What follows belongs to an exercise in optimizing a design on an open flow for small area, a short achievable clock period and few clock cycles per item; a production flow would make more cautious choices.
In this exercise RTL edits were held to simulation tests only and were not proved equivalent to the original.
Power is estimated from default activity; no workload was simulated.

<file path="design/flow/run.sh">
#!/bin/bash
# synth_recipe.tcl (not shown) runs the flow's synth.tcl, then flattens the netlist and writes it again
# the make line also repeats each setting of config.mk as NAME=value (left out here)
make -C /OpenROAD-flow-scripts/flow DESIGN_CONFIG=/design/flow/config.mk WORK_HOME=/design/flow/orfs CLKGATE_MAP_FILE= SYNTH_SCRIPT=/design/flow/synth_recipe.tcl finish
</file>
<file path="design/flow/config.mk">
export PLATFORM = sky130hd
export DESIGN_NAME = dtg_wpe
export DESIGN_NICKNAME = dtg_wpe
export VERILOG_FILES = /design/flow/design.v
export SDC_FILE = /design/flow/constraint.sdc
export NUM_CORES = 4
export LEC_CHECK = 0
export CAP_MARGIN = 20
export CORE_MARGIN = 2
export CORE_UTILIZATION = 40
export PLACE_DENSITY = 0.6
export SETUP_SLACK_MARGIN = 5
export SLEW_MARGIN = 20
</file>
<file path="design/flow/constraint.sdc">
create_clock -name core_clock -period 10.0 [get_ports {clk}]
set_input_delay 2.0000 -clock core_clock [delete_from_list [all_inputs] [get_ports {clk}]]
set_output_delay 2.0000 -clock core_clock [all_outputs]
set_load 0.01 [all_outputs]
</file>
<file path="design/flow/design.v">
module dtg_wpe (
    input  wire        clk,
    input  wire        rst,           
    input  wire        start,
    input  wire        op,
    input  wire [31:0] freq_hz,
    input  wire [31:0] duty_raw,      
    input  wire [31:0] dt_raw,        
    input  wire [11:0] div16_in,
    input  wire [15:0] top_in,
    output wire        ready,
    output reg         done,
    output reg         err,
    output reg  [11:0] div16,
    output reg  [15:0] top,
    output wire [31:0] cc,
    output wire [15:0] eff_ticks,
    output wire [31:0] achieved_dt_ns,
    output wire [31:0] achieved_freq
);
    localparam [31:0] K0 = 32'd2000000000;    
    localparam [17:0] K1 = 18'd244128;        
    reg        busy;
    reg aSET, aDIV, aDINC, aD1, aD2, aC, aTOP, aWM, aFIN, aDONE;
    reg phQ, phC;            
    reg ksel;                
    reg d16;                 
    reg topv;                
    reg d2v;                 
    reg dv;                  
    reg [30:0] ra;           
    reg [29:0] ya;           
    reg [25:0] qa;           
    reg  [4:0] cnta;
    reg        kb;           
    reg mWTOP, mD2, mA, mWT, mE2, mE3, mADT, mDONE;
    reg needd2;
    reg [18:0] acc;          
    reg  [3:0] cntm;
    reg [16:0] duty_q;       
    reg  [2:0] mwin;         
    reg tWD, tSAT, tDIV, tDONE;
    reg [12:0] rt;           
    reg [15:0] nq;           
    reg  [4:0] cntt;
    reg        sat;
    reg [15:0] a_r;
    reg [15:0] b_r;
    reg [26:0] adt;
    assign ready          = ~busy;
    assign cc             = {b_r, a_r};
    assign eff_ticks      = nq;
    assign achieved_dt_ns = {5'd0, adt};
    assign achieved_freq  = {6'd0, qa};
    wire        f_err   = (freq_hz < 32'd4) | (freq_hz > 32'd41666666);
    wire        f_big   = (freq_hz > 32'd953);
    wire [16:0] duty_c  = duty_raw[31]               ? 17'd0 :
                          (duty_raw > 32'h0001_0000) ? 17'h1_0000 :
                                                       duty_raw[16:0];
    wire [27:0] dt_c    = dt_raw[31]          ? 28'd0 :
                          (|dt_raw[30:27])    ? 28'h800_0000 :
                                                {1'b0, dt_raw[26:0]};
    function [4:0] msb30(input [29:0] v);
        integer i;
        begin
            msb30 = 5'd0;
            for (i = 0; i < 30; i = i + 1)
                if (v[i]) msb30 = i[4:0];
        end
    endfunction
    function kbit(input sel, input [4:0] idx);
        begin
            if (sel) kbit = (idx < 5'd18) & K1[idx];
            else     kbit = K0[idx];
        end
    endfunction
    wire [4:0]  ym      = msb30(ya);
    wire [4:0]  s0      = 5'd31 - ym;
    wire [4:0]  s1      = 5'd18 - ym;
    wire [4:0]  s_init  = ksel ? s1 : s0;
    wire [31:0] r_init  = ksel ? ({14'd0, K1} >> s1) : (K0 >> s0);
    wire        kb_init = kbit(ksel, s_init - 5'd1);
    wire        kb_next = kbit(ksel, cnta - 5'd2);
    wire [30:0] sh      = {ra[29:0], kb};
    wire        aQ   = aDINC | aC | aFIN | aTOP;    
    wire        aINC = aDINC | aC | aFIN;
    wire        aY   = aDIV | aD1 | aD2;
    wire [31:0] ax = ({32{aDIV}} & {1'b0, sh}) |
                     ({32{aQ}}   & {6'd0, qa}) |
                     ({32{aD1}}  & {1'b0, ra}) |
                     ({32{aD2}}  & {14'd0, K1});
    wire [31:0] ay = ({32{aY}}   & {2'b0, ya}) |
                     ({32{aTOP}} & 32'd1) |
                     ({32{aINC}} & 32'hFFFF_FFFF);
    wire [31:0] az  = ax - ay;
    wire        age = ~az[31];
    function [2:0] dwin(input [11:0] d, input [3:0] j);
        reg [14:0] dx;
        begin
            dx   = {2'b00, d, 1'b0};
            dwin = dx >> {j[2:0], 1'b0};
        end
    endfunction
    wire        bneg = mwin[2] & ~(mwin[1] & mwin[0]);
    wire        btwo = (mwin == 3'b011) | (mwin == 3'b100);
    wire        bone = mwin[1] ^ mwin[0];
    wire [15:0] mx   = mADT ? nq : top;
    wire [18:0] bmag = ({19{btwo}} & {2'b0, mx, 1'b0}) | ({19{bone}} & {3'b0, mx});
    wire        mB   = mD2 | mA | mADT;
    wire [18:0] mxo = ({19{mB | mE2}} & acc) |
                      ({19{mWT}}      & {3'b0, a_r}) |
                      ({19{mE3}}      & {3'b0, b_r});
    wire [18:0] myo = ({19{mB}}  & (bmag ^ {19{bneg}})) |
                      ({19{mWT}} & {3'b0, nq}) |
                      ({19{mE2}} & ~{3'b0, top}) |
                      ({19{mE3}} & ~{3'b0, a_r});
    wire        mcin = (mB & bneg) | (mWT & (|rt)) | mE2 | mE3;
    wire [18:0] msum = mxo + myo + {18'd0, mcin};
    wire [18:0] mshr = {{2{msum[18]}}, msum[18:2]};
    wire [3:0]  cntm1 = cntm + 4'd1;
    wire [12:0] tsh  = tSAT ? rt : {rt[11:0], nq[15]};
    wire [13:0] tz   = {1'b0, tsh} - {2'b0, div16};
    wire        tge  = ~tz[13];
    wire a_fin = aFIN | aDONE;
    wire m_fin = mDONE | (mADT & (cntm == 4'd6));
    wire fin   = a_fin & m_fin;
    always @(posedge clk) begin
        if (rst) begin
            busy  <= 1'b0;
            done  <= 1'b0;
            {aSET, aDIV, aDINC, aD1, aD2, aC, aTOP, aWM, aFIN, aDONE} <= 10'd0;
            {mWTOP, mD2, mA, mWT, mE2, mE3, mADT, mDONE} <= 8'd0;
            {tWD, tSAT, tDIV, tDONE} <= 4'd0;
        end else begin
            done <= 1'b0;
            if (!busy) begin
                if (start) begin
                    busy   <= 1'b1;
                    err    <= 1'b0;
                    topv   <= 1'b0;
                    d2v    <= 1'b0;
                    dv     <= 1'b0;
                    sat    <= 1'b0;
                    duty_q <= duty_c;
                    rt     <= dt_c[27:15];
                    nq     <= {dt_c[14:0], 1'b0};
                    ksel   <= 1'b0;
                    cntm   <= 4'd0;
                    phQ    <= 1'b0;
                    phC    <= 1'b0;
                    ya     <= {freq_hz[25:0], 4'd0};
                    div16  <= op ? div16_in : 12'd16;
                    top    <= top_in;
                    if (op) begin
                        d16    <= 1'b0;
                        needd2 <= 1'b1;
                        acc    <= {7'd0, div16_in};
                        mwin   <= {div16_in[1:0], 1'b0};
                        mD2    <= 1'b1;
                        aWM    <= 1'b1;
                        tSAT   <= 1'b1;
                    end else if (f_err) begin
                        err    <= 1'b1;
                        aDONE  <= 1'b1;
                        mDONE  <= 1'b1;
                        tDONE  <= 1'b1;
                    end else if (f_big) begin
                        d16    <= 1'b1;
                        needd2 <= 1'b0;
                        phC    <= 1'b1;
                        aSET   <= 1'b1;
                        mWTOP  <= 1'b1;
                        tSAT   <= 1'b1;
                    end else begin
                        d16    <= 1'b0;
                        needd2 <= 1'b1;
                        ksel   <= 1'b1;
                        phQ    <= 1'b1;
                        aSET   <= 1'b1;
                        mWTOP  <= 1'b1;
                        tWD    <= 1'b1;
                    end
                end
            end else begin
                if (aSET) begin
                    ra   <= r_init[30:0];
                    cnta <= s_init;
                    kb   <= kb_init;
                    qa   <= 26'd0;
                    aSET <= 1'b0;
                    aDIV <= 1'b1;
                end
                if (aDIV) begin
                    ra   <= age ? az[30:0] : sh;
                    qa   <= {qa[24:0], age};
                    cnta <= cnta - 5'd1;
                    kb   <= kb_next;
                    if (cnta == 5'd1) begin
                        aDIV  <= 1'b0;
                        aDINC <= phQ;
                        aC    <= phC;
                        aFIN  <= ~phQ & ~phC;
                    end
                end
                if (aDINC) begin
                    div16 <= az[11:0];
                    dv    <= 1'b1;
                    aDINC <= 1'b0;
                    aD1   <= 1'b1;
                end
                if (aD1) begin
                    ya  <= az[29:0];
                    aD1 <= 1'b0;
                    aD2 <= 1'b1;
                end
                if (aD2) begin
                    ya   <= {4'd0, az[29:4]};
                    ksel <= 1'b0;
                    phQ  <= 1'b0;
                    phC  <= 1'b1;
                    aD2  <= 1'b0;
                    aSET <= 1'b1;
                end
                if (aC) begin
                    qa <= az[26:1];
                    if (d16) ya <= {9'd0, az[17:1], 4'd0};
                    aC   <= 1'b0;
                    aTOP <= 1'b1;
                end
                if (aTOP) begin
                    top  <= az[15:0];
                    topv <= 1'b1;
                    phC  <= 1'b0;
                    aTOP <= 1'b0;
                    if (d16) begin
                        ra   <= r_init[30:0];
                        cnta <= s_init;
                        kb   <= kb_init;
                        qa   <= 26'd0;
                        aDIV <= 1'b1;
                    end else begin
                        aWM  <= 1'b1;
                    end
                end
                if (aWM && d2v) begin
                    aWM  <= 1'b0;
                    aSET <= 1'b1;
                end
                if (aFIN) begin
                    qa    <= az[26:1];
                    aFIN  <= 1'b0;
                    aDONE <= 1'b1;
                end
                if (mWTOP && topv) begin
                    cntm  <= 4'd0;
                    mWTOP <= 1'b0;
                    if (needd2) begin
                        acc  <= {7'd0, div16};
                        mwin <= {div16[1:0], 1'b0};
                        mD2  <= 1'b1;
                    end else begin
                        acc  <= 19'd0;
                        mwin <= {duty_q[1:0], 1'b0};
                        mA   <= 1'b1;
                    end
                end
                if (mD2) begin
                    ya[13:0] <= {msum[1:0], ya[13:2]};
                    acc  <= mshr;
                    cntm <= cntm1;
                    mwin <= dwin(div16, cntm1);
                    if (cntm == 4'd6) begin
                        ya[29:14] <= mshr[15:0];
                        d2v  <= 1'b1;
                        acc  <= 19'd0;
                        cntm <= 4'd0;
                        mwin <= {duty_q[1:0], 1'b0};
                        mD2  <= 1'b0;
                        mA   <= 1'b1;
                    end
                end
                if (mA) begin
                    acc    <= mshr;
                    duty_q <= {2'b00, duty_q[16:2]};
                    mwin   <= {duty_q[3:1]};
                    cntm   <= cntm1;
                    if (cntm == 4'd8) begin
                        a_r <= msum[15:0];
                        mA  <= 1'b0;
                        mWT <= 1'b1;
                    end
                end
                if (mWT && tDONE) begin
                    mWT <= 1'b0;
                    if (sat) begin
                        b_r <= top;
                        mE3 <= 1'b1;
                    end else begin
                        acc <= msum;
                        mE2 <= 1'b1;
                    end
                end
                if (mE2) begin
                    b_r <= msum[18] ? acc[15:0] : top;
                    mE2 <= 1'b0;
                    mE3 <= 1'b1;
                end
                if (mE3) begin
                    nq   <= msum[15:0];
                    acc  <= 19'd1;
                    cntm <= 4'd0;
                    mwin <= {div16[1:0], 1'b0};
                    mE3  <= 1'b0;
                    mADT <= 1'b1;
                end
                if (mADT) begin
                    adt[12:0] <= {msum[1:0], adt[12:2]};
                    acc  <= mshr;
                    cntm <= cntm1;
                    mwin <= dwin(div16, cntm1);
                    if (cntm == 4'd6) begin
                        adt[26:13] <= mshr[13:0];
                        mADT  <= 1'b0;
                        mDONE <= 1'b1;
                    end
                end
                if (tWD && dv) begin
                    tWD  <= 1'b0;
                    tSAT <= 1'b1;
                end
                if (tSAT) begin
                    tSAT <= 1'b0;
                    if (tge) begin
                        sat   <= 1'b1;
                        tDONE <= 1'b1;
                    end else begin
                        cntt <= 5'd16;
                        tDIV <= 1'b1;
                    end
                end
                if (tDIV) begin
                    rt   <= tge ? tz[12:0] : tsh;
                    nq   <= {nq[14:0], tge};
                    cntt <= cntt - 5'd1;
                    if (cntt == 5'd1) begin
                        tDIV  <= 1'b0;
                        tDONE <= 1'b1;
                    end
                end
                if (fin) begin
                    done  <= 1'b1;
                    busy  <= 1'b0;
                    {aSET, aDIV, aDINC, aD1, aD2, aC, aTOP, aWM, aFIN, aDONE} <= 10'd0;
                    {mWTOP, mD2, mA, mWT, mE2, mE3, mADT, mDONE} <= 8'd0;
                    {tWD, tSAT, tDIV, tDONE} <= 4'd0;
                end
            end
        end
    end
endmodule
</file>
==> results list, run 1 <==
- Synthesized area per cell: 8.700 um2
* Number of max-slew violations in the final report: 0
* Final Util: 0.5011
* Flip-flop and latch count after synthesis: 290
- IR analysis of the VDD net gives a maximum drop of around 0.00010 V.
- The die covers 57380 um2.
* Endpoint of the lowest-slack register-to-register path: b_r[11]
* Switching Share: 0.3534
* Worst skew pair latency: 570 ps
- Longest Clk Path Bufs: 3
- By startpoint and endpoint, the worst setup path is classified as reg -> reg.
- Sorting the synthesized cells by how often they occur yields sky130_fd_sc_hd__edfxtp_1, sky130_fd_sc_hd__nand2_1, sky130_fd_sc_hd__a21oi_1.
- In this run the worst path has a maximum fanout of 8.
- The largest total area in the synthesized netlist belongs to sky130_fd_sc_hd__edfxtp_1.
- Among all flip-flop cells after synthesis, the most frequent one is sky130_fd_sc_hd__edfxtp_1.
- In this run the power density over the cells is 148.5 nW/um2.
* Proportion of layout cells with a drive suffix above 1: 0.1133
- Count of distinct cell types in the synthesized netlist: 96
- STA classifies the critical path endpoint as a register.
* Detailed Routing Iterations Pass 1: 7
- The flow ran to the end and the layout has no timing, DRC or antenna violations.
* Maxcap violations: 0
* Maximum operating frequency: 204.7 MHz
- The share of total power dissipated in sequential elements is 0.369.
* Setup slack of the worst register-to-register path: 5120 ps
- Fin crit share: 0.4884
* Sum of routed wire length over all layers: 96.80 mm
* Effective utilization at floorplan: 0.4036
* Slew margin rel.: 0.1730
* Area share of the largest cell type after synthesis: 0.3599
* Multi-input logic area: 12950 um2
- At the end of routability-driven placement, the weighted congestion stood at 0.9634.
- For the final database, setup skew stands at 25.58 ps.
* Number of global-route vias before repair: 21.22k
* Worst min path class: reg -> reg
- Clock tree synthesis inserted a total of 37 buffers.
- Setup violations remaining at the end of the flow were counted as 0.
* Post-synthesis cell area: ~22000 um2
- The worst setup path is launched from a register.
- Cell Rows: 86
* Sequential area share after synthesis: 0.3816
- Internal power summed over all cells: 2.645 mW
- Pin count of the biggest net entering global routing: 72
- The first global-routing pass estimated 138.6 mm of wire.
- After clock tree synthesis, the clock-pin slew on the worst setup and hold paths is 60 ps.
* Wire length per cell after detailed routing: 27.22 um
- Vias: 22.76k
- The clock tree synthesis step divided the H-tree into 2 levels.
* Vias per cell: 6.400
* Std-Cell Core Area: between 50000 and 60000 um2
- The floorplan step set the die height to about 240 um.
* Global router's overall resource usage: 0.3235
- Once detail routing completed, the nets flagged for antenna violations numbered 0.
- Compared with the post-synthesis result, the final layout area differs by 24.14%.
- Clock tree synthesis found a total of 290 sinks.
* Final Hold Viols: 0
- Yosys mapped a number of flops with a built-in enable equal to 266.
- The detailed router finished its first iteration with 3014 violations.
* Setup repair after global routing missed its margin: false
- The root buffer cell chosen for the clock tree is sky130_fd_sc_hd__clkbuf_16.
* Synthesized netlist cell count: 2551
- Clock tree from TritonCTS: done
* Hold buffer count at CTS: 0
- Required time of the critical path: about 10000 ps
* DRC violations left: 0
- In this run the critical register-to-register path is launched from rt[0].
- The critical path starts at rt[0].
* Switching power: 1.446 mW
- Worst-Margin Slew: between 1000 and 1500 ps
- Detail Placement HPWL: around 70 mm
* Top area cells in the synthesized netlist: sky130_fd_sc_hd__edfxtp_1, sky130_fd_sc_hd__a21oi_1, sky130_fd_sc_hd__o21ai_0
- Of the total power, the clock network draws 0.315.
* Setup TNS after final layout: 0 ps
- Number of nets in the layout: 2996
- Shortest period the worst path allows: 4884 ps
* Combinational power share: 0.317
- For this design the top-level I/O count stands at approximately 270.
- Capturing instance or port of the critical path: b_r[11]
* Synthesis Warnings: 1
* Leak Pwr: 10.46 nW
- For this run, asynchronously set or reset flops after synthesis account for 0.
- Sequential cell area: 8492 um2
- Die Span X: 239.6 um
- By instance count, the leading cell after synthesis is sky130_fd_sc_hd__edfxtp_1.
- Global routing finished with a remaining overflow of 0.
- The count of buffers added on input and output ports is between 200 and 300.
- The worst register-to-register path has a depth of 18.
- Data arrives at the worst endpoint at about 5200 ps.
- The initial antenna violation count is 10.
* Filler instances: about 5.2k
## area by class of cell
class                           instances  share of cell area
Clock buffer                           47             0.03497
Multi-Input combinational cell       1936              0.4702
Tap cell                              748             0.03397
Timing Repair Buffer                  362              0.1260
Clock inverter                         19            0.005223
Sequential cell                       290              0.3082
Inverter                              152             0.02125
Antenna cell                            2           0.0001817
## power groups by stage
stage                     clock network [mW]  registers, mW  logic, mW
after CTS                               1.30           1.50       1.22
final                                   1.29           1.51       1.30
after detailed placement                   0           1.53       1.16
after global placement                     0           1.53       1.15
after global routing                    1.34           1.51       1.37
after floorplan                            0           1.49      0.706
## what timing repair did
action	CTS	global route
buffers inserted	15	28
pin swaps	10	23
resized for setup	48	66
endpoints found under the setup margin	135	77
cloned	1	2
## cells by family after synthesis
kind of cell	synth area share
other cells	0.0001690
simple gates	0.1483
fa+ha+maj	0.05153
compound gates	0.2726
xor+xnor	0.03270
flops	0.3816
mux	0.05282
buf+inv	0.06032
## worst max-delay path, stage by stage (launching register included)
cell and delay (ps):
sky130_fd_sc_hd__edfxtp_1 430, sky130_fd_sc_hd__nor4_2 370, sky130_fd_sc_hd__nand4_1 350, sky130_fd_sc_hd__a21o_1 300
sky130_fd_sc_hd__fa_2 390, sky130_fd_sc_hd__inv_2 70, sky130_fd_sc_hd__fa_2 210, sky130_fd_sc_hd__nor2b_1 60
sky130_fd_sc_hd__o21ai_2 160, sky130_fd_sc_hd__a21oi_2 100, sky130_fd_sc_hd__o2111a_2 290, sky130_fd_sc_hd__o311ai_4 390
sky130_fd_sc_hd__a21boi_2 120, sky130_fd_sc_hd__o21a_1 230, sky130_fd_sc_hd__o41ai_4 340, sky130_fd_sc_hd__xnor2_2 190
sky130_fd_sc_hd__inv_4 120, sky130_fd_sc_hd__nand2_8 160, sky130_fd_sc_hd__mux2_2 350
## state kept, by name, indices dropped and copies added (netlist names), 12 cells and up
register,count
duty_q,17
rt,13
adt,27
ya,30
nq,16
top,16
qa,26
acc,19
b_r,16
div16,12
ra,31
a_r,16
## how the worst min path moves through the flow
| stage | startpoint | cells past startpoint | end | slack [ps] |
|---|---|---|---|---|
| 3_5_place_dp | adt[8] | 0 | adt[6] | 430 |
| 3_3_place_gp | adt[8] | 0 | adt[6] | 430 |
| 4_1_cts | adt[8] | 0 | adt[6] | 440 |
| 6_report | adt[8] | 0 | adt[6] | 440 |
| 5_1_grt | adt[8] | 0 | adt[6] | 460 |
| 2_1_floorplan | mDONE | 2 | mDONE | 440 |
## per-stage QoR
| stage | setup WS [ps] | instance area (um2) | cells | power, mW | hold WS [ps] |
|---|---|---|---|---|---|
| floorplan | 5003 | 22250 | 2561 | 2.191 | 440.2 |
| global placement | 3395 | 25500 | 3442 | 2.680 | 427.9 |
| detailed placement | 3072 | 25520 | 3442 | 2.694 | 433.6 |
| CTS | 5004 | 26990 | 3524 | 4.018 | 439.8 |
| global route | 4940 | 27550 | 3556 | 4.223 | 456.1 |
| finish | 5116 | 27550 | 3556 | 4.091 | 440.8 |
## per-layer routing
metal,GRT usage,part of all wire,wire [um],up-vias
li1,-,-,-,10030
met1,0.4152,0.39,37500,11050
met2,0.5182,0.46,44390,1390
met3,0.05832,0.096,9289,281
met4,0.1731,0.058,5584,6
met5,0,0.00041,40,-
## cell usage in the layout, fill, tap and decap left out, types with 12 or more instances in the layout
| master | Yosys | routed |
|---|---|---|
| sky130_fd_sc_hd__a21o_1 | 23 | 23 |
| sky130_fd_sc_hd__o21ai_0 | 224 | 222 |
| sky130_fd_sc_hd__dfxtp_1 | 24 | 17 |
| sky130_fd_sc_hd__o21bai_1 | 12 | 12 |
| sky130_fd_sc_hd__o211ai_1 | 17 | 17 |
| sky130_fd_sc_hd__nor3_1 | 50 | 48 |
| sky130_fd_sc_hd__o22ai_1 | 39 | 39 |
| sky130_fd_sc_hd__nand3_1 | 40 | 40 |
| sky130_fd_sc_hd__buf_4 | 12 | 91 |
| sky130_fd_sc_hd__a22oi_1 | 56 | 56 |
| sky130_fd_sc_hd__inv_1 | 147 | 139 |
| sky130_fd_sc_hd__mux2_2 | 47 | 35 |
| sky130_fd_sc_hd__clkbuf_16 | 0 | 39 |
| sky130_fd_sc_hd__edfxtp_1 | 266 | 266 |
| sky130_fd_sc_hd__nand2b_1 | 22 | 22 |
| sky130_fd_sc_hd__a31oi_1 | 20 | 20 |
| sky130_fd_sc_hd__a21oi_1 | 238 | 233 |
| sky130_fd_sc_hd__xnor2_1 | 56 | 45 |
| sky130_fd_sc_hd__o221ai_1 | 24 | 24 |
| sky130_fd_sc_hd__o31ai_1 | 14 | 14 |
| sky130_fd_sc_hd__a222oi_1 | 35 | 35 |
| sky130_fd_sc_hd__clkdlybuf4s50_1 | 0 | 259 |
| sky130_fd_sc_hd__and3_1 | 22 | 22 |
| sky130_fd_sc_hd__ha_1 | 85 | 79 |
| sky130_fd_sc_hd__mux2_4 | 1 | 13 |
| sky130_fd_sc_hd__nand2_1 | 258 | 256 |
| sky130_fd_sc_hd__xor2_1 | 20 | 15 |
| sky130_fd_sc_hd__nor2b_1 | 19 | 18 |
| sky130_fd_sc_hd__a221oi_1 | 32 | 32 |
| sky130_fd_sc_hd__a211oi_1 | 38 | 36 |
| sky130_fd_sc_hd__nor2_1 | 231 | 226 |
| sky130_fd_sc_hd__mux2i_1 | 56 | 54 |
| sky130_fd_sc_hd__a22o_1 | 37 | 37 |
| sky130_fd_sc_hd__nor4_1 | 21 | 19 |
Testbench counts, summed over its fixed seeds: cycles 90,258, items 2,400.
==> run 2, diff against run 1 <==
--- a/design/flow/design.v
+++ b/design/flow/design.v
@@ -22,6 +22,7 @@
     localparam [17:0] K1 = 18'd244128;        
     reg        busy;
     reg aSET, aDIV, aDINC, aD1, aD2, aC, aTOP, aWM, aFIN, aDONE;
+    reg aQ;
     reg phQ, phC;            
     reg ksel;                
     reg d16;                 
@@ -54,6 +55,7 @@
     assign achieved_freq  = {6'd0, qa};
     wire        f_err   = (freq_hz < 32'd4) | (freq_hz > 32'd41666666);
     wire        f_big   = (freq_hz > 32'd953);
+    wire        d16_in  = (div16_in == 12'd16);
     wire [16:0] duty_c  = duty_raw[31]               ? 17'd0 :
                           (duty_raw > 32'h0001_0000) ? 17'h1_0000 :
                                                        duty_raw[16:0];
@@ -82,16 +84,13 @@
     wire        kb_init = kbit(ksel, s_init - 5'd1);
     wire        kb_next = kbit(ksel, cnta - 5'd2);
     wire [30:0] sh      = {ra[29:0], kb};
-    wire        aQ   = aDINC | aC | aFIN | aTOP;    
-    wire        aINC = aDINC | aC | aFIN;
-    wire        aY   = aDIV | aD1 | aD2;
     wire [31:0] ax = ({32{aDIV}} & {1'b0, sh}) |
                      ({32{aQ}}   & {6'd0, qa}) |
                      ({32{aD1}}  & {1'b0, ra}) |
                      ({32{aD2}}  & {14'd0, K1});
-    wire [31:0] ay = ({32{aY}}   & {2'b0, ya}) |
-                     ({32{aTOP}} & 32'd1) |
-                     ({32{aINC}} & 32'hFFFF_FFFF);
+    wire [31:0] ay = ({32{~aQ}}        & {2'b0, ya}) |
+                     ({32{aQ & ~aTOP}} & 32'hFFFF_FFFE) |
+                     {31'd0, aQ};
     wire [31:0] az  = ax - ay;
     wire        age = ~az[31];
     function [2:0] dwin(input [11:0] d, input [3:0] j);
@@ -107,28 +106,30 @@
     wire [15:0] mx   = mADT ? nq : top;
     wire [18:0] bmag = ({19{btwo}} & {2'b0, mx, 1'b0}) | ({19{bone}} & {3'b0, mx});
     wire        mB   = mD2 | mA | mADT;
-    wire [18:0] mxo = ({19{mB | mE2}} & acc) |
+    wire [18:0] mxo = ({19{mB}}       & acc) |
                       ({19{mWT}}      & {3'b0, a_r}) |
                       ({19{mE3}}      & {3'b0, b_r});
     wire [18:0] myo = ({19{mB}}  & (bmag ^ {19{bneg}})) |
                       ({19{mWT}} & {3'b0, nq}) |
-                      ({19{mE2}} & ~{3'b0, top}) |
                       ({19{mE3}} & ~{3'b0, a_r});
-    wire        mcin = (mB & bneg) | (mWT & (|rt)) | mE2 | mE3;
-    wire [18:0] msum = mxo + myo + {18'd0, mcin};
+    wire        mcin = (mB & bneg) | (mWT & (|rt)) | mE3;
+    wire [19:0] msum1 = {mxo, 1'b1} + {myo, mcin};    
+    wire [18:0] msum = msum1[19:1];
+    wire        s_lt = acc[16:0] < {1'b0, top};
     wire [18:0] mshr = {{2{msum[18]}}, msum[18:2]};
     wire [3:0]  cntm1 = cntm + 4'd1;
     wire [12:0] tsh  = tSAT ? rt : {rt[11:0], nq[15]};
     wire [13:0] tz   = {1'b0, tsh} - {2'b0, div16};
     wire        tge  = ~tz[13];
     wire a_fin = aFIN | aDONE;
-    wire m_fin = mDONE | (mADT & (cntm == 4'd6));
+    wire m_fin = mDONE | (mADT & (cntm == 4'd6)) | (mE3 & d16);
     wire fin   = a_fin & m_fin;
     always @(posedge clk) begin
         if (rst) begin
             busy  <= 1'b0;
             done  <= 1'b0;
             {aSET, aDIV, aDINC, aD1, aD2, aC, aTOP, aWM, aFIN, aDONE} <= 10'd0;
+            aQ    <= 1'b0;
             {mWTOP, mD2, mA, mWT, mE2, mE3, mADT, mDONE} <= 8'd0;
             {tWD, tSAT, tDIV, tDONE} <= 4'd0;
         end else begin
@@ -152,10 +153,10 @@
                     div16  <= op ? div16_in : 12'd16;
                     top    <= top_in;
                     if (op) begin
-                        d16    <= 1'b0;
+                        d16    <= d16_in;
                         needd2 <= 1'b1;
-                        acc    <= {7'd0, div16_in};
-                        mwin   <= {div16_in[1:0], 1'b0};
+                        acc    <= d16_in ? 19'd1 : {7'd0, div16_in};
+                        mwin   <= d16_in ? 3'b001 : {div16_in[1:0], 1'b0};
                         mD2    <= 1'b1;
                         aWM    <= 1'b1;
                         tSAT   <= 1'b1;
@@ -182,6 +183,7 @@
                     end
                 end
             end else begin
+                aQ <= (aDIV & (cnta == 5'd1)) | aC;
                 if (aSET) begin
                     ra   <= r_init[30:0];
                     cnta <= s_init;
@@ -269,6 +271,15 @@
                     acc  <= mshr;
                     cntm <= cntm1;
                     mwin <= dwin(div16, cntm1);
+                    if (d16) begin
+                        ya   <= {9'd0, msum[16:0], 4'd0};
+                        d2v  <= 1'b1;
+                        acc  <= 19'd0;
+                        cntm <= 4'd0;
+                        mwin <= {duty_q[1:0], 1'b0};
+                        mD2  <= 1'b0;
+                        mA   <= 1'b1;
+                    end
                     if (cntm == 4'd6) begin
                         ya[29:14] <= mshr[15:0];
                         d2v  <= 1'b1;
@@ -301,17 +312,19 @@
                     end
                 end
                 if (mE2) begin
-                    b_r <= msum[18] ? acc[15:0] : top;
+                    b_r <= s_lt ? acc[15:0] : top;
                     mE2 <= 1'b0;
                     mE3 <= 1'b1;
                 end
                 if (mE3) begin
                     nq   <= msum[15:0];
+                    adt  <= {8'd0, msum[15:0], 3'd0};
                     acc  <= 19'd1;
                     cntm <= 4'd0;
                     mwin <= {div16[1:0], 1'b0};
                     mE3  <= 1'b0;
-                    mADT <= 1'b1;
+                    mADT <= ~d16;
+                    mDONE <= d16;
                 end
                 if (mADT) begin
                     adt[12:0] <= {msum[1:0], adt[12:2]};
@@ -351,6 +364,7 @@
                     done  <= 1'b1;
                     busy  <= 1'b0;
                     {aSET, aDIV, aDINC, aD1, aD2, aC, aTOP, aWM, aFIN, aDONE} <= 10'd0;
+                    aQ    <= 1'b0;
                     {mWTOP, mD2, mA, mWT, mE2, mE3, mADT, mDONE} <= 8'd0;
                     {tWD, tSAT, tDIV, tDONE} <= 4'd0;
                 end
==> run 2 against run 1 <==
Still clean. Via count increased by 3.2%. Routed wire length increased by 0.15%. Critical path depth decreased by 3. Worst setup slack improved by 14 ps. Final cell count increased by 2.0%. Sequential cell count increased by 1. Synthesized cell count increased by 3.9%. Utilization decreased by 1.0 points. Critical endpoint is now kb.
==> results list, run 2 <==
- Run status: complete, no violations (unchanged).
* Shortest period the worst path allows: 4870 ps (was 4884 ps)
* Setup slack of the critical path after layout: 5130 ps (was 5116 ps)
- Filler instances: 5413 (was 5211)
- Pin count of the biggest net entering global routing: 82 (was 72)
* Flip-flop and latch count after synthesis: 291 (was 290)
* Area share of the largest cell type after synthesis: 0.3475 (was 0.3599)
- The wire length after detailed routing was 96.94 mm (was 96.80 mm).
- DRC violations left: 0 (unchanged)
* Number of I/O pins: 271 (unchanged)
- The master of the slowest instance on the critical path is sky130_fd_sc_hd__ha_2 (was sky130_fd_sc_hd__edfxtp_1).
- Leak Pwr: 10.58 nW (was 10.46 nW)
- The power density over the cells came to 143.6 nW/um2 (was 148.5 nW/um2).
* Number of non-filler instances in the completed layout: 3628 (was 3556)
* Biggest regs: ra x31, ya x30, adt x27 (unchanged)
* Setup repair after global routing missed its margin: true (was false)
- Floorplan die area: 59390 um2 (was 57380 um2)
- The number of synthesized flops with an enable pin was 266 (unchanged).
* Worst stage delay on the critical path: 600 ps (was 430 ps)
- The share of async-settable or async-resettable flops after synthesis is 0 (unchanged).
- Number of nets in the layout: 3077 (was 2996)
- Share of total power in sequential cells: 0.380 (was 0.369)
- Number of placed cells counting well taps: 3554 (was 3442)
* Worst hold margin: 500.9 ps (was 440.8 ps)
* Number of buffers created by CTS: 37 (unchanged)
- Final Util: 0.4911 (was 0.5011)
* Proportion of layout cells with a drive suffix above 1: 0.09404 (was 0.1133)
* Global route total overflow: 0 (unchanged)
- The clock insertion delay at the later pin of the skew report was 570 ps (about the same).
* Critical Path Start Type: register (unchanged)
* H-tree depth: 2 (unchanged)
* Post-DP Area: 26340 um2 (was 25520 um2)
- Cell with the most instances after synthesis: sky130_fd_sc_hd__edfxtp_1 (unchanged)
- The clock root buffer master is sky130_fd_sc_hd__clkbuf_16 (unchanged).
- The max-cap violation count is 0 (unchanged).
- Clock transition at the register clock pins on the worst setup and hold paths after CTS: 60 ps (about the same)
- Number of global-route vias before repair: 21.91k (was 21.22k)
- The portion of the clock cycle consumed by the worst path in the final layout came to 0.4870 (was 0.4884).
- Setup Slack @ Placement: 4488 ps (was 3072 ps)
- Post-synthesis cell area: 22980 um2 (was 22190 um2)
- The share of total power in the clock network was 0.350 (was 0.315).
* Area overhead of the layout relative to synthesis: 20.95% (was 24.14%)
- The library cell appearing most often on the critical path was sky130_fd_sc_hd__o21ai_0 (was sky130_fd_sc_hd__fa_2).
* Clk sinks: 291 (was 290)
- Final total power: 3.992 mW (was 4.091 mW)
- Top area cells in the synthesized netlist: sky130_fd_sc_hd__edfxtp_1, sky130_fd_sc_hd__ha_1, sky130_fd_sc_hd__a21oi_1 (was sky130_fd_sc_hd__edfxtp_1, sky130_fd_sc_hd__a21oi_1, sky130_fd_sc_hd__o21ai_0).
- Sequential area share after synthesis: 0.3693 (was 0.3816)
- Required time of the critical path: 10330 ps (was 10310 ps)
* Maximum VDD drop: 0.0001239 V (was 0.0001020 V)
- The class of the most critical hold timing path was reg -> reg (unchanged).
- Worst-path cell chain: nor4_1 -> o21ai_0 -> o311ai_0 -> nor2_2 -> o31a_1 -> ha_2 -> nand2_1 -> o21ai_0 -> ha_1 -> inv_1 -> or4_4 -> and2_4 -> o221ai_1 -> a32oi_1 -> a211o_1 (was nor4_2 -> nand4_1 -> a21o_1 -> fa_2 -> inv_2 -> fa_2 -> nor2b_1 -> o21ai_2 -> a21oi_2 -> o2111a_2 -> o311ai_4 -> a21boi_2 -> o21a_1 -> o41ai_4 -> xnor2_2 -> inv_4 -> nand2_8 -> mux2_2)
- Std-Cell Core Area: 56600 um2 (was 54990 um2)
- Count of nets left with antenna violations after detail routing: 0 (unchanged)
* Effective utilization at floorplan: 0.4060 (was 0.4036)
- The top flip-flop cell by instance count after synthesis is sky130_fd_sc_hd__edfxtp_1 (unchanged).
- Internal power summed over all cells: 2.658 mW (was 2.645 mW)
* Cell Rows: 87 (was 86)
- Wire length of the first global-routing pass: 142.5 mm (was 138.6 mm)
- Maximum operating frequency: 205.3 MHz (was 204.7 MHz)
* Combinational power share: 0.270 (was 0.317)
- The count of buffers from port buffering is 259 (unchanged).
- Synthesis Warnings: 1 (unchanged)
- Worst-Margin Slew: 1165 ps (was 1232 ps)
- The number of hold buffers added after cts was 0 (unchanged).
* Commonest cells in the netlist: sky130_fd_sc_hd__edfxtp_1, sky130_fd_sc_hd__nand2_1, sky130_fd_sc_hd__nor2_1 (was sky130_fd_sc_hd__edfxtp_1, sky130_fd_sc_hd__nand2_1, sky130_fd_sc_hd__a21oi_1)
- The path type of the worst setup path was reg -> reg (unchanged).
- The half-perimeter wire length after placement is 72.00 mm (was 70.99 mm).
- Iteration-0 DRC count of the detailed router: 3043 (was 3014)
* Synthesized netlist cell count: 2650 (was 2551)
- Count of distinct cell types in the synthesized netlist: 98 (was 96)
* Number of flip-flops in the largest register: 31 (unchanged)
- Initial antenna violation count: 1 (was 10)
- Non-Filler Cell Area, Final: 27800 um2 (was 27550 um2)
* Cell taking the most area after synthesis: sky130_fd_sc_hd__edfxtp_1 (unchanged)
* Worst endpoint data arrival time: 5200 ps (about the same)
* Chip height: 243.7 um (was 239.6 um)
- Wire length per cell after detailed routing: 26.72 um (was 27.22 um)
- The switching power is 1.333 mW (was 1.446 mW).
- The final number of max-transition violations is 0 (unchanged).
* Synthesized area per cell: 8.673 um2 (was 8.700 um2)
- The overall routing resource usage is 0.3126 (was 0.3235).
- Most frequent cells in the layout: sky130_fd_sc_hd__edfxtp_1, sky130_fd_sc_hd__nand2_1, sky130_fd_sc_hd__clkdlybuf4s50_1 (was sky130_fd_sc_hd__edfxtp_1, sky130_fd_sc_hd__clkdlybuf4s50_1, sky130_fd_sc_hd__nand2_1)
- Detailed Routing Iterations Pass 1: 6 (was 7)
- The final setup skew is 19.15 ps (was 25.58 ps).
- Max FO, Critical Path: 16 (was 8)
- RePlAce Congestion: 0.9779 (was 0.9634)
* Die Span X: 243.7 um (was 239.6 um)
- The most common cell after layout, fill and taps aside is sky130_fd_sc_hd__edfxtp_1 (unchanged).
* Switching Share: 0.3340 (was 0.3534)
- Longest Clk Path Bufs: 3 (unchanged)
- Number of failing setup endpoints in the final timing report: 0 (unchanged)
- Clock tree from TritonCTS: done (unchanged)
- Setup TNS after final layout: 0 ps (unchanged)
- Nature of the critical path endpoint: register (unchanged)
* Register with the most flip-flops: ra (unchanged)
- The setup slack on the worst flop-to-flop path came to 5130 ps (was 5120 ps).
* Final Hold Viols: 0 (unchanged)
- The normalized max-slew margin came to 0.2236 (was 0.1730).
- The via count normalized by instance count was 6.473 (was 6.400).
- Vias: 23.48k (was 22.76k)
## run 2: power groups by stage
stage               Sequential (mW)  Clock, mW  Combinational, mW
floorplan                      1.50          0              0.629
CTS                            1.51       1.41               1.04
finish                         1.52       1.40               1.08
detailed placement             1.54          0               1.03
global placement               1.53          0               1.02
global route                   1.52       1.45               1.15
## run 2: cell families after synthesis
kind of cell	count (synthesis)	synth area share
other	1	0.0001632
and+or+nand+nor	814	0.1640
adders and majority gates	104	0.05760
AOI/OAI and AO/OA	910	0.2664
buffers and inverters	337	0.05765
DFF	291	0.3693
xor gates and xnor gates	86	0.03370
muxes	107	0.05112
## run 2: final timing paths
kind              startpoint  depth (start not counted)     to
setup / recovery      ya[23]                         15     kb
hold / removal         aDINC                          2  aDINC
setup reg to reg      ya[23]                         15     kb
hold reg to reg        aDINC                          2  aDINC
## run 2: what timing repair did
item	in CTS	in global routing
endpoints found under the setup margin	43	60
pin swaps	1	3
setup buffers	1	7
resized for setup	12	27
## run 2: area by class of cell
cell class / instances / area [um2] / area share
multi-input cells: 2032 / 13390 / 0.4817
flip-flops and latches: 291 / 8499 / 0.3058
repair buffers: 335 / 3191 / 0.1148
clock buffers: 49 / 1022 / 0.03677
well taps: 756 / 945.9 / 0.03403
inverters: 148 / 555.5 / 0.01998
clock inverters: 16 / 191.4 / 0.006887
diodes: 1 / 2.502 / 0.00009002
## run 2: worst max-delay path: cells and delay by family (launching register included)
kind                     cells  cell delay [ps]
AO/OA/AOI/OAI                7             1630
flip-flops                   1              570
AND/OR/NAND/NOR              5             1440
adder cells (fa/ha/maj)      2              890
buffers and inverters        1               80
## run 2: per-layer routing
layer / share of wire / up-vias / GRT usage
li1: - / 10420 / -
met1: 0.40 / 11370 / 0.4160
met2: 0.46 / 1429 / 0.4981
met3: 0.092 / 254 / 0.05023
met4: 0.050 / 2 / 0.1437
met5: 0.00013 / - / 0
Testbench counts of run 2, summed over its fixed seeds: cycles 87,205, items 2,400.
==> run 3, diff against run 2 <==
--- a/design/flow/design.v
+++ b/design/flow/design.v
@@ -19,20 +19,19 @@
     output wire [31:0] achieved_freq
 );
     localparam [31:0] K0 = 32'd2000000000;    
-    localparam [17:0] K1 = 18'd244128;        
+    localparam [17:0] K1 = 18'd244140;        
     reg        busy;
-    reg aSET, aDIV, aDINC, aD1, aD2, aC, aTOP, aWM, aFIN, aDONE;
-    reg aQ;
+    reg aSET, aDIV, aDINC, aD1, aD2, aC, aWM, aFIN, aDONE;
     reg phQ, phC;            
     reg ksel;                
     reg d16;                 
     reg topv;                
     reg d2v;                 
     reg dv;                  
-    reg [30:0] ra;           
+    reg [29:0] ra;           
     reg [29:0] ya;           
     reg [25:0] qa;           
-    reg  [4:0] cnta;
+    reg  [4:0] cnta;         
     reg        kb;           
     reg mWTOP, mD2, mA, mWT, mE2, mE3, mADT, mDONE;
     reg needd2;
@@ -52,7 +51,7 @@
     assign cc             = {b_r, a_r};
     assign eff_ticks      = nq;
     assign achieved_dt_ns = {5'd0, adt};
-    assign achieved_freq  = {6'd0, qa};
+    assign achieved_freq  = {7'd0, qa[24:0]};
     wire        f_err   = (freq_hz < 32'd4) | (freq_hz > 32'd41666666);
     wire        f_big   = (freq_hz > 32'd953);
     wire        d16_in  = (div16_in == 12'd16);
@@ -70,27 +69,25 @@
                 if (v[i]) msb30 = i[4:0];
         end
     endfunction
-    function kbit(input sel, input [4:0] idx);
+    function kbit(input [4:0] idx);
         begin
-            if (sel) kbit = (idx < 5'd18) & K1[idx];
-            else     kbit = K0[idx];
+            kbit = (idx != 5'd31) & K0[idx];
         end
     endfunction
     wire [4:0]  ym      = msb30(ya);
     wire [4:0]  s0      = 5'd31 - ym;
-    wire [4:0]  s1      = 5'd18 - ym;
-    wire [4:0]  s_init  = ksel ? s1 : s0;
-    wire [31:0] r_init  = ksel ? ({14'd0, K1} >> s1) : (K0 >> s0);
-    wire        kb_init = kbit(ksel, s_init - 5'd1);
-    wire        kb_next = kbit(ksel, cnta - 5'd2);
-    wire [30:0] sh      = {ra[29:0], kb};
+    wire [4:0]  k_init  = 5'd30 - ym;
+    wire [31:0] r_init  = K0 >> s0;
+    wire        kb_init = kbit(k_init);
+    wire        kb_next = kbit(cnta - 5'd1);
+    wire        alast   = (cnta == {1'b0, ksel, ksel, 1'b0, ksel});    
+    wire [30:0] sh      = {ra, kb};
     wire [31:0] ax = ({32{aDIV}} & {1'b0, sh}) |
-                     ({32{aQ}}   & {6'd0, qa}) |
-                     ({32{aD1}}  & {1'b0, ra}) |
+                     ({32{aD1}}  & {2'b0, ra}) |
                      ({32{aD2}}  & {14'd0, K1});
-    wire [31:0] ay = ({32{~aQ}}        & {2'b0, ya}) |
-                     ({32{aQ & ~aTOP}} & 32'hFFFF_FFFE) |
-                     {31'd0, aQ};
+    wire [31:0] ay = {2'b0, ya};
+    wire [25:0] qinc = qa + 26'd1;
+    wire [16:0] qdec = qa[16:0] - 17'd1;
     wire [31:0] az  = ax - ay;
     wire        age = ~az[31];
     function [2:0] dwin(input [11:0] d, input [3:0] j);
@@ -125,14 +122,6 @@
     wire m_fin = mDONE | (mADT & (cntm == 4'd6)) | (mE3 & d16);
     wire fin   = a_fin & m_fin;
     always @(posedge clk) begin
-        if (rst) begin
-            busy  <= 1'b0;
-            done  <= 1'b0;
-            {aSET, aDIV, aDINC, aD1, aD2, aC, aTOP, aWM, aFIN, aDONE} <= 10'd0;
-            aQ    <= 1'b0;
-            {mWTOP, mD2, mA, mWT, mE2, mE3, mADT, mDONE} <= 8'd0;
-            {tWD, tSAT, tDIV, tDONE} <= 4'd0;
-        end else begin
             done <= 1'b0;
             if (!busy) begin
                 if (start) begin
@@ -183,21 +172,20 @@
                     end
                 end
             end else begin
-                aQ <= (aDIV & (cnta == 5'd1)) | aC;
                 if (aSET) begin
-                    ra   <= r_init[30:0];
-                    cnta <= s_init;
+                    ra   <= r_init[29:0];
+                    cnta <= k_init;
                     kb   <= kb_init;
                     qa   <= 26'd0;
                     aSET <= 1'b0;
                     aDIV <= 1'b1;
                 end
                 if (aDIV) begin
-                    ra   <= age ? az[30:0] : sh;
+                    ra   <= age ? az[29:0] : sh[29:0];
                     qa   <= {qa[24:0], age};
                     cnta <= cnta - 5'd1;
                     kb   <= kb_next;
-                    if (cnta == 5'd1) begin
+                    if (alast) begin
                         aDIV  <= 1'b0;
                         aDINC <= phQ;
                         aC    <= phC;
@@ -205,7 +193,7 @@
                     end
                 end
                 if (aDINC) begin
-                    div16 <= az[11:0];
+                    div16 <= qinc[11:0];
                     dv    <= 1'b1;
                     aDINC <= 1'b0;
                     aD1   <= 1'b1;
@@ -224,22 +212,14 @@
                     aSET <= 1'b1;
                 end
                 if (aC) begin
-                    qa <= az[26:1];
-                    if (d16) ya <= {9'd0, az[17:1], 4'd0};
-                    aC   <= 1'b0;
-                    aTOP <= 1'b1;
-                end
-                if (aTOP) begin
-                    top  <= az[15:0];
+                    qa   <= {1'b0, qinc[25:1]};
+                    top  <= qdec[16:1];
                     topv <= 1'b1;
                     phC  <= 1'b0;
-                    aTOP <= 1'b0;
+                    aC   <= 1'b0;
                     if (d16) begin
-                        ra   <= r_init[30:0];
-                        cnta <= s_init;
-                        kb   <= kb_init;
-                        qa   <= 26'd0;
-                        aDIV <= 1'b1;
+                        ya   <= {9'd0, qinc[17:1], 4'd0};
+                        aSET <= 1'b1;
                     end else begin
                         aWM  <= 1'b1;
                     end
@@ -249,7 +229,7 @@
                     aSET <= 1'b1;
                 end
                 if (aFIN) begin
-                    qa    <= az[26:1];
+                    qa    <= {1'b0, qinc[25:1]};
                     aFIN  <= 1'b0;
                     aDONE <= 1'b1;
                 end
@@ -363,12 +343,17 @@
                 if (fin) begin
                     done  <= 1'b1;
                     busy  <= 1'b0;
-                    {aSET, aDIV, aDINC, aD1, aD2, aC, aTOP, aWM, aFIN, aDONE} <= 10'd0;
-                    aQ    <= 1'b0;
+                    {aSET, aDIV, aDINC, aD1, aD2, aC, aWM, aFIN, aDONE} <= 9'd0;
                     {mWTOP, mD2, mA, mWT, mE2, mE3, mADT, mDONE} <= 8'd0;
                     {tWD, tSAT, tDIV, tDONE} <= 4'd0;
                 end
             end
+        if (rst) begin
+            busy  <= 1'b0;
+            done  <= 1'b0;
+            {aSET, aDIV, aDINC, aD1, aD2, aC, aWM, aFIN, aDONE} <= 9'd0;
+            {mWTOP, mD2, mA, mWT, mE2, mE3, mADT, mDONE} <= 8'd0;
+            {tWD, tSAT, tDIV, tDONE} <= 4'd0;
         end
     end
 endmodule
--- a/design/flow/config.mk
+++ b/design/flow/config.mk
@@ -9,5 +9,4 @@
 export CORE_MARGIN = 2
 export CORE_UTILIZATION = 40
 export PLACE_DENSITY = 0.6
-export SETUP_SLACK_MARGIN = 5
 export SLEW_MARGIN = 20
==> run 3 against run 2 <==
Sequential power hardly changed. Largest power group unchanged. Largest cell class unchanged. Sequential share of layout area is 0.86 points higher. Non-clock buffer count is 35 lower. Critical path depth is 1 lower. Clock skew is 16 ps higher. Power is 4.5% higher. Utilization is 0.62 points lower. Still clean on timing, DRC and antenna. Worst hold slack worse by 27 ps. Register-to-register slack worse by 520 ps.
==> results list, run 3 <==
- Cell taking the most area after synthesis: sky130_fd_sc_hd__edfxtp_1 (unchanged)
- Main synth FF type: sky130_fd_sc_hd__edfxtp_1 (unchanged)
* Chip height: 241.2 um (was 243.7 um)
- The register area share after synthesis came to 0.3742 (was 0.3693).
* Std-Cell Core Area: 55310 um2 (was 56600 um2)
- Most frequent cells in the layout: sky130_fd_sc_hd__edfxtp_1, sky130_fd_sc_hd__clkdlybuf4s50_1, sky130_fd_sc_hd__nor2_1 (was sky130_fd_sc_hd__edfxtp_1, sky130_fd_sc_hd__nand2_1, sky130_fd_sc_hd__clkdlybuf4s50_1).
* Critical path class: reg -> reg (unchanged)
- The via total after detailed routing is 21.75k (was 23.48k).
- Run status: complete, no violations (unchanged).
- RePlAce Congestion: 1.008 (was 0.9779)
- Worst-Margin Slew: 1121 ps (was 1165 ps)
- Global route total overflow: 0 (unchanged)
* Post-CTS Setup Repair Bufs: 0 (was 1)
- Leading cell type in the layout, fill and taps excluded: sky130_fd_sc_hd__edfxtp_1 (unchanged)
- Cell Rows: 86 (was 87)
- The time the worst path needs with I/O delays and setup is 5391 ps (was 4870 ps).
* Number of max-slew violations in the final report: 0 (unchanged)
- Fin crit share: 0.5391 (was 0.4870)
- The number of buffers inserted during clock tree synthesis came to 38 (was 37).
- The count of inserted antenna diode cells was 0 (was 1).
- The maximum fanout encountered on the critical timing path was 19 (was 16).
- Number of global-route vias before repair: 20.31k (was 21.91k)
* Required time of the critical path: 10390 ps (was 10330 ps)
- Floorplan die area: 58160 um2 (was 59390 um2)
* Fin Clk Skew: 34.84 ps (was 19.15 ps)
* Pin count of the biggest net entering global routing: 79 (was 82)
* Highest signal layer in the routed design: met4 (was met5)
- Critical Path Start Type: register (unchanged)
* Hold buffer count at CTS: 0 (unchanged)
- The wire length after detailed routing was 88.79 mm (was 96.94 mm).
* Number of failing setup endpoints in the final timing report: 0 (unchanged)
- Setup TNS after final layout: 0 ps (unchanged)
- Die Span X: 241.2 um (was 243.7 um)
* Global router's overall resource usage: 0.2982 (was 0.3126)
* Non-Filler Cell Area, Final: 26820 um2 (was 27800 um2)
* Synthesized netlist cell count: 2567 (was 2650)
- Area overhead of the layout relative to synthesis: 19.21% (was 20.95%)
* Met2 layer wire length in the routed design: 39.79 mm (was 44.21 mm)
- DRC violations left: 0 (unchanged)
* Post-DP Area: 25500 um2 (was 26340 um2)
- Synthesized area per cell: 8.764 um2 (was 8.673 um2)
* Final Util: 0.4849 (was 0.4911)
- Multi-input logic area: 12650 um2 (was 13390 um2)
* Setup slack of the critical path after layout: 4609 ps (was 5130 ps)
- Count of buffers from port buffering: 258 (was 259)
- Maximum VDD drop: 0.0001128 V (was 0.0001239 V)
- The number of top-level pins came to 271 (unchanged).
* H-tree depth: 2 (unchanged)
* Filler instances: 5310 (was 5413)
- Async set-or-reset flop fraction in the synthesized netlist: 0 (unchanged)
- Vias per cell: 6.213 (was 6.473)
- The initial antenna violation count is 2 (was 1).
- The average wire per cell in the routed design is 25.37 um (was 26.72 um).
- The number of DRC violations after detailed-routing iteration 0 was 2727 (was 3043).
- The met1 wire length is 37.58 mm (was 38.91 mm).
* Area share of the largest cell type after synthesis: 0.3537 (was 0.3475)
- The number of register bits inferred by synthesis was 288 (was 291).
- Final Hold Viols: 0 (unchanged)
* Proportion of layout cells with a drive suffix above 1: 0.07267 (was 0.09404)
- Post-synthesis cell area: 22500 um2 (was 22980 um2)
- The TritonCTS clock tree was done (unchanged).
- The power density over the cells was 155.5 nW/um2 (was 143.6 nW/um2).
* Maximum operating frequency: 185.5 MHz (was 205.3 MHz)
* Maxcap violations: 0 (unchanged)
* Synthesis Warnings: 1 (unchanged)
- The first-pass iteration count of the detailed router is 7 (was 6).
- The clock insertion delay at the later pin of the skew report was 580 ps (was 570 ps).
- Clk sinks: 288 (was 291)
- Worst min path class: reg -> reg (unchanged)
- The maximum clock insertion buffer count came to 3 (unchanged).
- Top area cells in the synthesized netlist: sky130_fd_sc_hd__edfxtp_1, sky130_fd_sc_hd__ha_1, sky130_fd_sc_hd__a21oi_1 (unchanged).
- Nature of the critical path endpoint: register (unchanged)
- Sequential cell area: 8431 um2 (was 8499 um2)
- Effective utilization at floorplan: 0.4068 (was 0.4060)
- Resized Gates After CTS: 0 (was 12)
- Met3 routed WL: 7.636 mm (was 8.933 mm)
- Slew margin rel.: 0.2501 (was 0.2236)
* Worst endpoint data arrival time: 5780 ps (was 5200 ps)
- The static leakage was 10.08 nW (was 10.58 nW).
- The cell with the most instances after synthesis is sky130_fd_sc_hd__edfxtp_1 (unchanged).
- Clk Tree Root Cell: sky130_fd_sc_hd__clkbuf_16 (unchanged)
- The half-perimeter wire length after placement came to 67.81 mm (was 72.00 mm).
- The post-placement worst setup slack came to 4752 ps (was 4488 ps).
* Commonest cells in the netlist: sky130_fd_sc_hd__edfxtp_1, sky130_fd_sc_hd__nor2_1, sky130_fd_sc_hd__nand2_1 (was sky130_fd_sc_hd__edfxtp_1, sky130_fd_sc_hd__nand2_1, sky130_fd_sc_hd__nor2_1)
* Count of distinct cell types in the synthesized netlist: 99 (was 98)
* Biggest regs: ra x30, ya x30, adt x27 (was ra x31, ya x30, adt x27)
- The clock transition at the registers of the reported paths was 60 ps (about the same).
- Setup repair after global routing missed its margin: false (was true).
- The number of synthesized flops with an enable pin is 265 (was 266).
- The residual antenna-violating net count after detailed routing came to 0 (unchanged).
- Number of nets in the layout: 2948 (was 3077)
- The first-pass GRT wire length was 130.5 mm (was 142.5 mm).
- Worst hold margin: 473.6 ps (was 500.9 ps)
run 3: changes by cell type after synthesis, moves of 17 or more:
cell	previous run	this run
sky130_fd_sc_hd__a21oi_1	213	191
sky130_fd_sc_hd__nand3_1	64	92
sky130_fd_sc_hd__buf_4	11	41
sky130_fd_sc_hd__clkbuf_1	151	130
sky130_fd_sc_hd__o221ai_1	38	11
sky130_fd_sc_hd__a222oi_1	33	16
sky130_fd_sc_hd__a22oi_1	75	43
sky130_fd_sc_hd__nand2_1	259	223
run 3: final timing paths:
path	from	slack, ps	depth (start not counted)	endpoint
worst max register to register	mA	4610	14	acc[13]
worst min register to register	aDONE	470	2	aDONE
worst max-delay path	mA	4610	14	acc[13]
worst min-delay path	aDONE	470	2	aDONE
run 3: layout make-up:
cell class,instances,share of cell area
multi-input cells,1938,0.4717
flip-flops and latches,288,0.3143
repair buffers,300,0.1080
clock buffers,52,0.03933
well taps,748,0.03489
inverters,156,0.02183
clock inverters,18,0.009890
run 3: stage by stage:
stage	instances	power [mW]
2_1_floorplan	2578	2.235
3_3_place_gp	3430	2.677
3_5_place_dp	3430	2.690
4_1_cts	3500	4.160
5_1_grt	3500	4.331
6_report	3500	4.170
run 3: where the power goes:
part	leakage, nW	internal [mW]	switching (mW)	total (mW)
registers	2.72	1.43	0.121	1.55
clock network	0.640	0.900	0.572	1.47
logic	6.72	0.443	0.702	1.14
run 3: cell families (layout without fill, tap and decap cells):
family,count (synthesis),in the layout,synth area share
fa+ha+maj,98,98,0.05550
mux,108,108,0.05111
buf+inv,352,526,0.06651
simple gates,808,808,0.1699
other cells,1,12,0.0001667
xor+xnor,95,95,0.03849
compound gates,817,817,0.2441
flops,288,288,0.3742
run 3: critical path, stage by stage, from the launching register on:
cell	delay, ps
sky130_fd_sc_hd__dfxtp_1	500
sky130_fd_sc_hd__nor2_1	570
sky130_fd_sc_hd__nand2_1	650
sky130_fd_sc_hd__a222oi_1	420
sky130_fd_sc_hd__inv_1	80
sky130_fd_sc_hd__ha_1	330
sky130_fd_sc_hd__nor2b_1	140
sky130_fd_sc_hd__o21a_1	170
sky130_fd_sc_hd__o21ai_1	150
sky130_fd_sc_hd__a2111oi_2	680
sky130_fd_sc_hd__o211ai_1	220
sky130_fd_sc_hd__and3_1	250
sky130_fd_sc_hd__nor2_1	540
sky130_fd_sc_hd__o21ai_0	190
sky130_fd_sc_hd__a221oi_1	290
run 3: layer usage:
layer | GRT usage | vias to the layer above
met2 | 0.4629 | 1185
met5 | 0 | -
met1 | 0.4146 | 10500
li1 | - | 9881
met3 | 0.04449 | 182
met4 | 0.1251 | 0
Testbench counts of run 3, summed over its fixed seeds: cycles 86,784, items 2,400.
==> run 4, diff against run 3 <==
--- a/design/flow/config.mk
+++ b/design/flow/config.mk
@@ -9,4 +9,5 @@
 export CORE_MARGIN = 2
 export CORE_UTILIZATION = 40
 export PLACE_DENSITY = 0.6
+export SETUP_SLACK_MARGIN = 5
 export SLEW_MARGIN = 20
==> run 4 against run 3 <==
Register-to-register slack improved by 670 ps. Clock power barely moved. Via count fell by 0.12%. Largest power group unchanged. Highest routed layer unchanged. Largest cell class unchanged.
==> results list, run 4 <==
- Run status: complete, no violations (unchanged).
- The maximum fanout encountered on the critical timing path came to 56 (was 19).
- The cell area after synthesis was 22500 um2 (unchanged).
* Chip height: 241.2 um (unchanged)
- Number of enable-type register cells in the synthesized netlist: 265 (unchanged)
- The logic gate share of total power was 0.275 (was 0.274).
- Proportion of layout cells with a drive suffix above 1: 0.07449 (was 0.07267)
- ANT cells: 0 (unchanged)
- The critical path's top delay family was compound AO/OA/AOI/OAI gates (was simple AND/OR/NAND/NOR gates).
- Most frequent cells in the layout: sky130_fd_sc_hd__edfxtp_1, sky130_fd_sc_hd__clkdlybuf4s50_1, sky130_fd_sc_hd__nor2_1 (unchanged).
* Final Hold Viols: 0 (unchanged)
- The sequential cell fraction of total power was 0.372 (was 0.373).
- The average wire per cell in the routed design is 25.39 um (was 25.37 um).
- Maxcap violations: 0 (unchanged)
- Count of buffers from port buffering: 258 (unchanged)
- Synthesis Warnings: 1 (unchanged)
* Clock tree from TritonCTS: done (unchanged)
- The count of buffers added by post-CTS timing repair for setup is 0 (unchanged).
- The endpoint arrival time on the critical path is 5040 ps (was 5780 ps).
* Leading cell type in the layout, fill and taps excluded: sky130_fd_sc_hd__edfxtp_1 (unchanged)
- The die footprint is 58160 um2 (unchanged).
* Leak Pwr: 10.09 nW (was 10.08 nW)
- The share of the synthesized area in the top cell type is 0.3537 (unchanged).
- Slowest cell on crit path: sky130_fd_sc_hd__dfxtp_2 (was sky130_fd_sc_hd__a2111oi_2)
- The clock insertion delay at the later pin of the skew report was 580 ps (about the same).
* Worst-Margin Slew: 1106 ps (was 1121 ps)
- Cell with the most instances after synthesis: sky130_fd_sc_hd__edfxtp_1 (unchanged)
* Clock network fraction of total power: 0.353 (about the same)
* Cell taking the most area after synthesis: sky130_fd_sc_hd__edfxtp_1 (unchanged)
- Count of nets left with antenna violations after detail routing: 0 (unchanged)
- Pin count of the biggest net entering global routing: 79 (unchanged)
- Detailed Routing Iterations Pass 1: 6 (was 7)
- The first-pass GRT wire length was 130.4 mm (was 130.5 mm).
- Clock transition at the register clock pins on the worst setup and hold paths after CTS: 60 ps (about the same)
* Initial antenna violation count: 2 (unchanged)
- The via count normalized by instance count is 6.205 (was 6.213).
* Number of max-slew violations in the final report: 0 (unchanged)
- Bufs and invs on worst path: 2 (was 1)
- The post-detailed-route DRC marker count was 0 (unchanged).
- Number of I/O pins: 271 (unchanged)
- Hold buffer count at CTS: 0 (unchanged)
- The register area share after synthesis is 0.3742 (unchanged).
* Die Span X: 241.2 um (unchanged)
- The worst vdd rail ir drop is 0.0001124 V (was 0.0001128 V).
- Async set-or-reset flop fraction in the synthesized netlist: 0 (unchanged)
- The switching power was 1.398 mW (was 1.394 mW).
* Setup repair after global routing missed its margin: false (unchanged)
* Effective utilization at floorplan: 0.4068 (unchanged)
- Worst stage delay on the critical path: 560 ps (was 680 ps)
- Top area cells in the synthesized netlist: sky130_fd_sc_hd__edfxtp_1, sky130_fd_sc_hd__ha_1, sky130_fd_sc_hd__a21oi_1 (unchanged).
* Filler instances: 5308 (was 5310)
- The weighted congestion at the end of routability-driven global placement was 1.008 (unchanged).
- Count of distinct cell types in the synthesized netlist: 99 (unchanged)
- Number of nets in the layout: 2948 (unchanged)
- The maximum clock insertion buffer count is 3 (unchanged).
- The clock root buffer master is sky130_fd_sc_hd__clkbuf_16 (unchanged).
- Commonest cells in the netlist: sky130_fd_sc_hd__edfxtp_1, sky130_fd_sc_hd__nor2_1, sky130_fd_sc_hd__nand2_1 (unchanged).
- The power density over the cells is 155.4 nW/um2 (was 155.5 nW/um2).
* Setup TNS after final layout: 0 ps (unchanged)
* Flip-flop and latch count after synthesis: 288 (unchanged)
- The via total after detailed routing came to 21.72k (was 21.75k).
- Critical path class: reg -> reg (unchanged)
- Number of failing setup endpoints in the final timing report: 0 (unchanged)
- Global router's overall resource usage: 0.2982 (about the same)
* Iteration-0 DRC count of the detailed router: 2656 (was 2727)
- The mean instance size in the synthesized netlist came to 8.764 um2 (unchanged).
- The half-perimeter wire length after placement came to 67.81 mm (unchanged).
- The proportion of total power due to net switching came to 0.3349 (was 0.3344).
- Worst-path cell chain: buf_8 -> mux2_2 -> nand2_1 -> xnor2_1 -> o21ai_0 -> inv_1 -> fa_1 -> nor2b_1 -> o21a_1 -> o21ai_1 -> a2111oi_4 -> o211ai_1 -> a21oi_1 -> nor2_4 -> a221oi_1 -> o22ai_1 (was nor2_1 -> nand2_1 -> a222oi_1 -> inv_1 -> ha_1 -> nor2b_1 -> o21a_1 -> o21ai_1 -> a2111oi_2 -> o211ai_1 -> and3_1 -> nor2_1 -> o21ai_0 -> a221oi_1)
- The number of standard-cell rows in the floorplan is 86 (unchanged).
- Area overhead of the layout relative to synthesis: 19.43% (was 19.21%)
* Critical Path Start Type: register (unchanged)
* Number of global-route vias before repair: 20.29k (was 20.31k)
- Fin crit share: 0.4723 (was 0.5391)
* Final Util: 0.4858 (was 0.4849)
- Worst min path class: reg -> reg (unchanged)
- The endpoint kind of the worst setup timing path was a register (unchanged).
- The maximum clock frequency came to 211.7 MHz (was 185.5 MHz).
- Shortest period the worst path allows: 4723 ps (was 5391 ps)
- Clk sinks: 288 (unchanged)
* Slew margin rel.: 0.2560 (was 0.2501)
* Fin Clk Skew: 36.02 ps (was 34.84 ps)
- Required time of the critical path: 10310 ps (was 10390 ps)
- Internal power summed over all cells: 2.777 mW (was 2.775 mW)
- Main synth FF type: sky130_fd_sc_hd__edfxtp_1 (unchanged)
- Biggest regs: ra x30, ya x30, adt x27 (unchanged)
- The deepest level of the CTS H-tree came to 2 (unchanged).
* Synthesized netlist cell count: 2567 (unchanged)
- Sum of routed wire length over all layers: 88.87 mm (was 88.79 mm)
- The number of buffers inserted during clock tree synthesis came to 38 (unchanged).
* Global route total overflow: 0 (unchanged)
- The placeable core region came to 55310 um2 (unchanged).
run 4: changes by cell type in the layout (fill, tap and decap cells not counted):
cell                        delta
sky130_fd_sc_hd__buf_8         +1
sky130_fd_sc_hd__nor3_2        +1
sky130_fd_sc_hd__buf_4         -2
sky130_fd_sc_hd__a2111oi_2     -1
sky130_fd_sc_hd__nor2_4        +2
sky130_fd_sc_hd__nand2_2       +1
sky130_fd_sc_hd__nor2_2        +1
sky130_fd_sc_hd__nand2_1       -1
sky130_fd_sc_hd__a2111oi_4     +1
sky130_fd_sc_hd__buf_6         +1
sky130_fd_sc_hd__nor3_1        -1
sky130_fd_sc_hd__nor2_1        -3
run 4: final cells by class:
cell class / instances / area (um2) / area share
Inverter: 156 / 585.6 / 0.02179
Timing Repair Buffer: 300 / 2909 / 0.1083
Sequential cell: 288 / 8431 / 0.3138
Clock inverter: 18 / 265.3 / 0.009872
Clock buffer: 52 / 1055 / 0.03925
Multi-Input combinational cell: 1938 / 12690 / 0.4722
Tap cell: 748 / 935.9 / 0.03483
run 4: final timing paths:
| check | start | depth (start not counted) | endpoint | slack, ps |
|---|---|---|---|---|
| setup / recovery | mADT | 16 | ya[17] | 5280 |
| setup reg to reg | mADT | 16 | ya[17] | 5280 |
| hold reg to reg | aDONE | 2 | aDONE | 470 |
| hold / removal | aDONE | 2 | aDONE | 470 |
run 4: power by group through the flow:
stage	combinational [mW]	clock, mW	sequential (mW)
floorplan	0.720	0	1.51
global placement	1.11	0	1.57
detailed placement	1.12	0	1.57
CTS	1.13	1.49	1.55
global route	1.24	1.54	1.56
finish	1.15	1.47	1.55
run 4: metrics by stage:
step | power (mW) | area [um2] | instances | hold slack (ps) | worst slack [ps]
floorplan | 2.235 | 22540 | 2578 | 439.0 | 5932
global placement | 2.677 | 25500 | 3430 | 451.7 | 4938
detailed placement | 2.690 | 25500 | 3430 | 460.9 | 4752
CTS | 4.161 | 26840 | 3500 | 469.4 | 5031
global route | 4.334 | 26870 | 3500 | 515.9 | 5021
finish | 4.175 | 26870 | 3500 | 472.9 | 5277
run 4: cells by family after synthesis:
kind of cell | after synthesis | share of synthesized area
compound gates | 817 | 0.2441
simple gates | 808 | 0.1699
buf+inv | 352 | 0.06651
flops | 288 | 0.3742
mux | 108 | 0.05111
fa+ha+maj | 98 | 0.05550
xor+xnor | 95 | 0.03849
other cells | 1 | 0.0001667
run 4: what timing repair did:
| action | in CTS | in global routing |
|---|---|---|
| pin swaps | 0 | 0 |
| cloned | 0 | 0 |
| endpoints found under the setup margin | 24 | 30 |
| gates resized for setup | 3 | 9 |
run 4: layer usage:
metal	share of wire	up-vias	global-route usage
met5	0	-	0
met1	0.42	10500	0.4156
met2	0.45	1159	0.4619
li1	-	9871	-
met3	0.086	186	0.04381
met4	0.045	0	0.1253
run 4: tightest hold or removal path, stage by stage (launching register included):
cell and delay, ps:
sky130_fd_sc_hd__dfxtp_1 320, sky130_fd_sc_hd__inv_1 60, sky130_fd_sc_hd__a21oi_1 50

re-timing with driven ports:
How much do the figures lean on ideal ports? The routed layouts below were timed once more, with nothing changed but the port constraints. Step 1: set_driving_cell puts a clkbuf_16 on clk and a buf_2 on each other input, an assumption about the parent block. Step 2 adds t to the input delays and takes it off the output delays; t is the mean of the earliest and latest rising clock arrival at the registers after step 1. Input paths then give back, and output paths get back, about the clock's delay inside the block. Three values: no drivers, after step 1, after step 2; two values: the first two.
run | t, ns | setup slack, ns | worst setup path after step 2 | latest minus earliest clock arrival (ns) | pins driven straight from the clock port
run 1 | 0.621 | 5.116 / 5.116 / 4.931 | input to register | 0.026 / 0.025 | 1
run 2 | 0.626 | 5.130 / 5.130 / 4.576 | input to register | 0.019 / 0.020 | 1
run 3 | 0.625 | 4.609 / 4.609 / 4.609 | register to register | 0.035 / 0.035 | 1
run 4 | 0.626 | 5.277 / 5.277 / 5.277 | register to register | 0.036 / 0.036 | 1
After both steps every run listed still meets setup and hold. The setup slack of run 2, which loses most, moves by 0.000 ns with the drivers and by -0.554 ns with both steps.
